This design comes from an exercise in tuning for small area, a short achievable clock period and few clock cycles per item on the open sky130 flow, not from production work.
Only simulation tests tie the RTL to the original design; equivalence was not proved.
Power figures rest on the tool's default switching activity, not on a simulated workload.

## job 6932
Design spi_i2c_ctrl, start of the top module:
module spi_i2c_ctrl #(
    parameter [23:0] CORE_CLOCK_HZ = 24'd16000000    
) (
    input             clk,
    input             rst,
    input             cmd_valid,
    input      [31:0] cmd,
    output            cmd_ready,
    output reg        rsp_valid,
    output      [7:0] result_code,
    output reg  [7:0] result_value,
    output     [15:0] ci,
    output            faulted,
    output      [1:0] fault_cause,
    output     [31:0] fault_cmd,
    output            wait_spi,
    output            wait_twi,
    output            wait_settle,
    output reg        cs_drive,
    output reg        cs_level,
    output reg        evt_pindir,
    output reg  [7:0] spcr,
    output      [7:0] spsr,
    output reg  [7:0] spdr_tx,
    output reg  [7:0] spdr_rx,
    output      [7:0] twcr,
    output      [7:0] twsr,
    output reg  [7:0] twbr,
    output      [7:0] twar,
    output reg  [7:0] twdr,
    output reg        spi_pending,
    output reg  [1:0] twi_pending,
    input             spi_step,
    input       [7:0] spi_step_byte,
    input             twi_step,
    input       [4:0] twi_step_status,
    input       [7:0] twi_step_byte,
    input             twi_settle,
    input       [4:0] twi_settle_status
);
    localparam [7:0] OP_SPI_VALIDATE  = 8'h01;
    localparam [7:0] OP_SPI_LOOKUP    = 8'h02;
    localparam [7:0] OP_SPI_CONFIGURE = 8'h03;
    localparam [7:0] OP_SPI_SELECT    = 8'h04;
    localparam [7:0] OP_SPI_DESELECT  = 8'h05;
    localparam [7:0] OP_SPI_TRANSFER  = 8'h06;
    localparam [7:0] OP_SPI_SEND      = 8'h07;
    localparam [7:0] OP_I2C_INIT      = 8'h10;
    localparam [7:0] OP_I2C_OWNADDR   = 8'h11;
    localparam [7:0] OP_I2C_START     = 8'h12;
  ...
export LEC_CHECK = 0
export CAP_MARGIN = 20
export CORE_MARGIN = 2
export CORE_UTILIZATION = 40
export CTS_BUF_LIST = sky130_fd_sc_hd__clkbuf_8
export SETUP_SLACK_MARGIN = 4.0
export SLEW_MARGIN = 20
create_clock -name core_clock -period 8.0 [get_ports {clk}]
standard.sh (not shown) runs the stock make flow with config.mk's settings and CLKGATE_MAP_FILE= SYNTH_SCRIPT=/design/flow/synth_recipe.tcl, a recipe that flattens the netlist after the stock synthesis.
==> flow/flow/run.sh <==
#!/bin/bash
set -euo pipefail
export BUFFER_PORTS_ARGS="-buffer_cell sky130_fd_sc_hd__buf_1"
bash standard.sh > standard.log 2>&1
Job 6932 went all the way through synthesis, placement and routing and the layout is clean on timing, DRC and antenna.
Testbench counts of job 6932, summed over its fixed seeds: cycles 8,192, commands 3,200.
[inputs] job 2714 vs job 6932
Settings: changing SETUP_SLACK_MARGIN from 4.0 to 3.8.
Job 2714 vs job 6932 — core utilization dropped 0.29 points.
Diff job 6932 -> job 2714 | average wire per standard cell | up slightly
Job 6932 -> job 2714: number of sinks driven by the clock tree delta 0, exact match
Filler cell count in the final layout, job 6932 and job 2714, higher one = job 2714.
Between job 6932 and job 2714, layout clock buffer count is lower for job 6932, job 2714 comes in above that.
Global-route wire length before repair in job 2714 vs job 6932: down about 0.6%
Post-layout instance area: higher on job 6932
diff inputs: job 2714 => job 8134
Settings: swapping 3.8 for 4.2 in SETUP_SLACK_MARGIN.
==> flow/flow/run.sh <==
#!/bin/bash
set -euo pipefail
export BUFFER_PORTS_ARGS="-buffer_cell sky130_fd_sc_hd__buf_1"
export ADDER_MAP_FILE=
bash standard.sh > standard.log 2>&1
### Flow results
The share of power burned in the clock network of job 8134 falls short of that of job 2714 by 1.1 points. Simple-gate portion of the synthesized area came out higher on job 8134 than on job 2714. Wire length: job 8134 vs job 2714 — no meaningful difference. Against job 2714 as the reference, job 8134 delivers a lower overall fraction of global-route tracks in use. Job 8134 vs. job 2714: number of inverters outside the clock class in the layout moved down, total power fell about 4%, cell count rose 3.1%.


Starting RTL as in the previous note.
Settings: LEC_CHECK=0, CAP_MARGIN=20, CORE_MARGIN=2, CORE_UTILIZATION=40, CTS_BUF_LIST=sky130_fd_sc_hd__clkbuf_8, CTS_CLUSTER_DIAMETER=80, CTS_CLUSTER_SIZE=25, SETUP_SLACK_MARGIN=4.2, SLEW_MARGIN=20; clock period 8.0 ns.
==> flow/flow/run.sh <==
#!/bin/bash
set -euo pipefail
export BUFFER_PORTS_ARGS="-buffer_cell sky130_fd_sc_hd__buf_1"
bash standard.sh > standard.log 2>&1
The starting point passed the timing, DRC and antenna checks.
Testbench counts at the start, summed over its fixed seeds: cycles 8,192, commands 3,200.
Change:
--- a/flow/config.mk
+++ b/flow/config.mk
@@ -6,10 +6,9 @@
 export NUM_CORES = 4
 export LEC_CHECK = 0
+export ABC_AREA = 1
 export CAP_MARGIN = 20
 export CORE_MARGIN = 2
 export CORE_UTILIZATION = 40
 export CTS_BUF_LIST = sky130_fd_sc_hd__clkbuf_8
-export CTS_CLUSTER_DIAMETER = 80
-export CTS_CLUSTER_SIZE = 25
 export SETUP_SLACK_MARGIN = 4.2
 export SLEW_MARGIN = 20
The new run went through all stages and came out clean.
Global-route usage goes up by 1.3 points.
Core utilization goes up by 0.30 points.
Synthesized cell count goes up by about 30%.
Hold slack loses 0.039 ns.


Another version of the RTL of spi_i2c_ctrl (not shown whole).
Size in the first run: about 1100 cells after synthesis, ~0.0090 mm^2 of cells after synthesis.
Settings: LEC_CHECK=0, CAP_MARGIN=20, CORE_MARGIN=2, CORE_UTILIZATION=40, CTS_BUF_LIST=sky130_fd_sc_hd__clkbuf_8, SETUP_SLACK_MARGIN=3.5, SLEW_MARGIN=20; clock period 8.0 ns.
Scripts as last shown in full above: flow/flow/run.sh
Testbench counts at the start, summed over its fixed seeds: cycles 8,192, commands 3,200.
==> next run, changes <==
- ABC_CLOCK_PERIOD_IN_PS: unset -> 3500
- SETUP_SLACK_MARGIN: 3.5 -> unset
The new run ran to the end with no violations.
Clock-buffer cell count is unchanged.
Area after synthesis stays the same.
Total power is about the same.
Wire length stays flat.
Design area shrinks slightly.


spi_i2c_ctrl with an RTL version that a note above also has.
Size: about 1000 cells after synthesis, about 8900 sq um of cells after synthesis.
clock: 8.0 ns
lec_check: 0
cap_margin: 20
core_margin: 2
core_utilization: 40
cts_buf_list: sky130_fd_sc_hd__clkbuf_16
cts_cluster_diameter: 150
cts_cluster_size: 40
setup_slack_margin: 4.2
slew_margin: 20
Scripts as last shown in full above: flow/flow/run.sh
The baseline passed the timing, DRC and antenna checks.
Testbench counts at the start, summed over its fixed seeds: cycles 8,192, commands 3,200.
Edit:
- CTS_BUF_LIST: sky130_fd_sc_hd__clkbuf_16 -> sky130_fd_sc_hd__clkbuf_8
- CTS_CLUSTER_DIAMETER: 150 -> unset
- CTS_CLUSTER_SIZE: 40 -> unset
- SETUP_SLACK_MARGIN: 4.2 -> 4.4
What happened: The changed run finished with timing, DRC and antenna clean; global-route usage hardly moves; cell area grows by a few percent; count of clock-buffer cells in the layout falls by 2; clock power came out lower by about a fifth; clock skew grows by 0.0049 ns; fmax increases slightly; routed wire length goes up slightly; core utilization is higher by 1.4 points; power shrinks by a few percent; non-clock buffer count climbs by 29.
Edit:
- SETUP_SLACK_MARGIN: 4.4 -> 4.2
Effect: The new run went through all stages and came out clean. Sequential power is about the same. Synthesized area does not change. Hold slack is about the same. Global-route usage goes down by 0.11 points. Register-to-register slack gets worse by 0.20 ns. Routed wire length is lower by a few percent. Worst setup slack loses 0.058 ns.

re-timing with driven ports:
Ports are ideal in the flow. The routed layouts listed here were re-timed in OpenROAD.
Step 1 sets driving cells, clkbuf_16 on the clock port and buf_2 on the other inputs (assumed; they add their load-dependent delay and slew).
Step 2, shift: input delay + t, output delay - t, t = (earliest + latest rising clock arrival at the registers) / 2. This alone moves slack from input paths to output paths.
a / b / c = ideal ports / drivers / drivers and shift; a / b = the first two.
| run | t, ns | setup slack, ns | hold WS [ns] | worst setup path after step 2 | latest minus earliest clock arrival (ns) |
|---|---|---|---|---|---|
| job 6932 | 0.504 | 4.127 / 4.130 / 3.627 | 0.454 / 0.454 / 0.454 | input to register | 0.017 / 0.017 |
| job 2714 | 0.507 | 3.943 / 3.952 / 3.445 | 0.449 / 0.449 / 0.449 | input to register | 0.018 / 0.018 |
| job 8134 | 0.520 | 4.069 / 4.050 / 3.562 | 0.450 / 0.450 / 0.450 | input to register | 0.023 / 0.023 |
| the first run of note 2 | 0.498 | 4.231 / 4.248 / 3.750 | 0.455 / 0.455 / 0.455 | input to register | 0.015 / 0.015 |
| the second run of note 2 | 0.520 | 4.042 / 3.996 / 3.921 | 0.416 / 0.416 / 0.416 | input to register | 0.017 / 0.017 |
| the first run of note 3 | 0.502 | 3.778 / 3.799 / 3.297 | 0.456 / 0.456 / 0.456 | input to register | 0.019 / 0.020 |
| the second run of note 3 | 0.499 | 2.765 / 2.783 / 2.284 | 0.456 / 0.456 / 0.456 | input to register | 0.017 / 0.017 |
| the first run of note 4 | 0.473 | 4.223 / 4.236 / 3.764 | 0.446 / 0.446 / 0.446 | input to register | 0.009 / 0.009 |
| the second run of note 4 | 0.496 | 4.289 / 4.281 / 3.785 | 0.454 / 0.454 / 0.454 | input to register | 0.015 / 0.014 |
| the third run of note 4 | 0.498 | 4.231 / 4.248 / 3.750 | 0.455 / 0.455 / 0.455 | input to register | 0.015 / 0.015 |
After both steps setup and hold are still met in every run listed. The setup slack of job 8134, which loses most, moves by -0.019 ns with the drivers and by -0.507 ns with both steps.
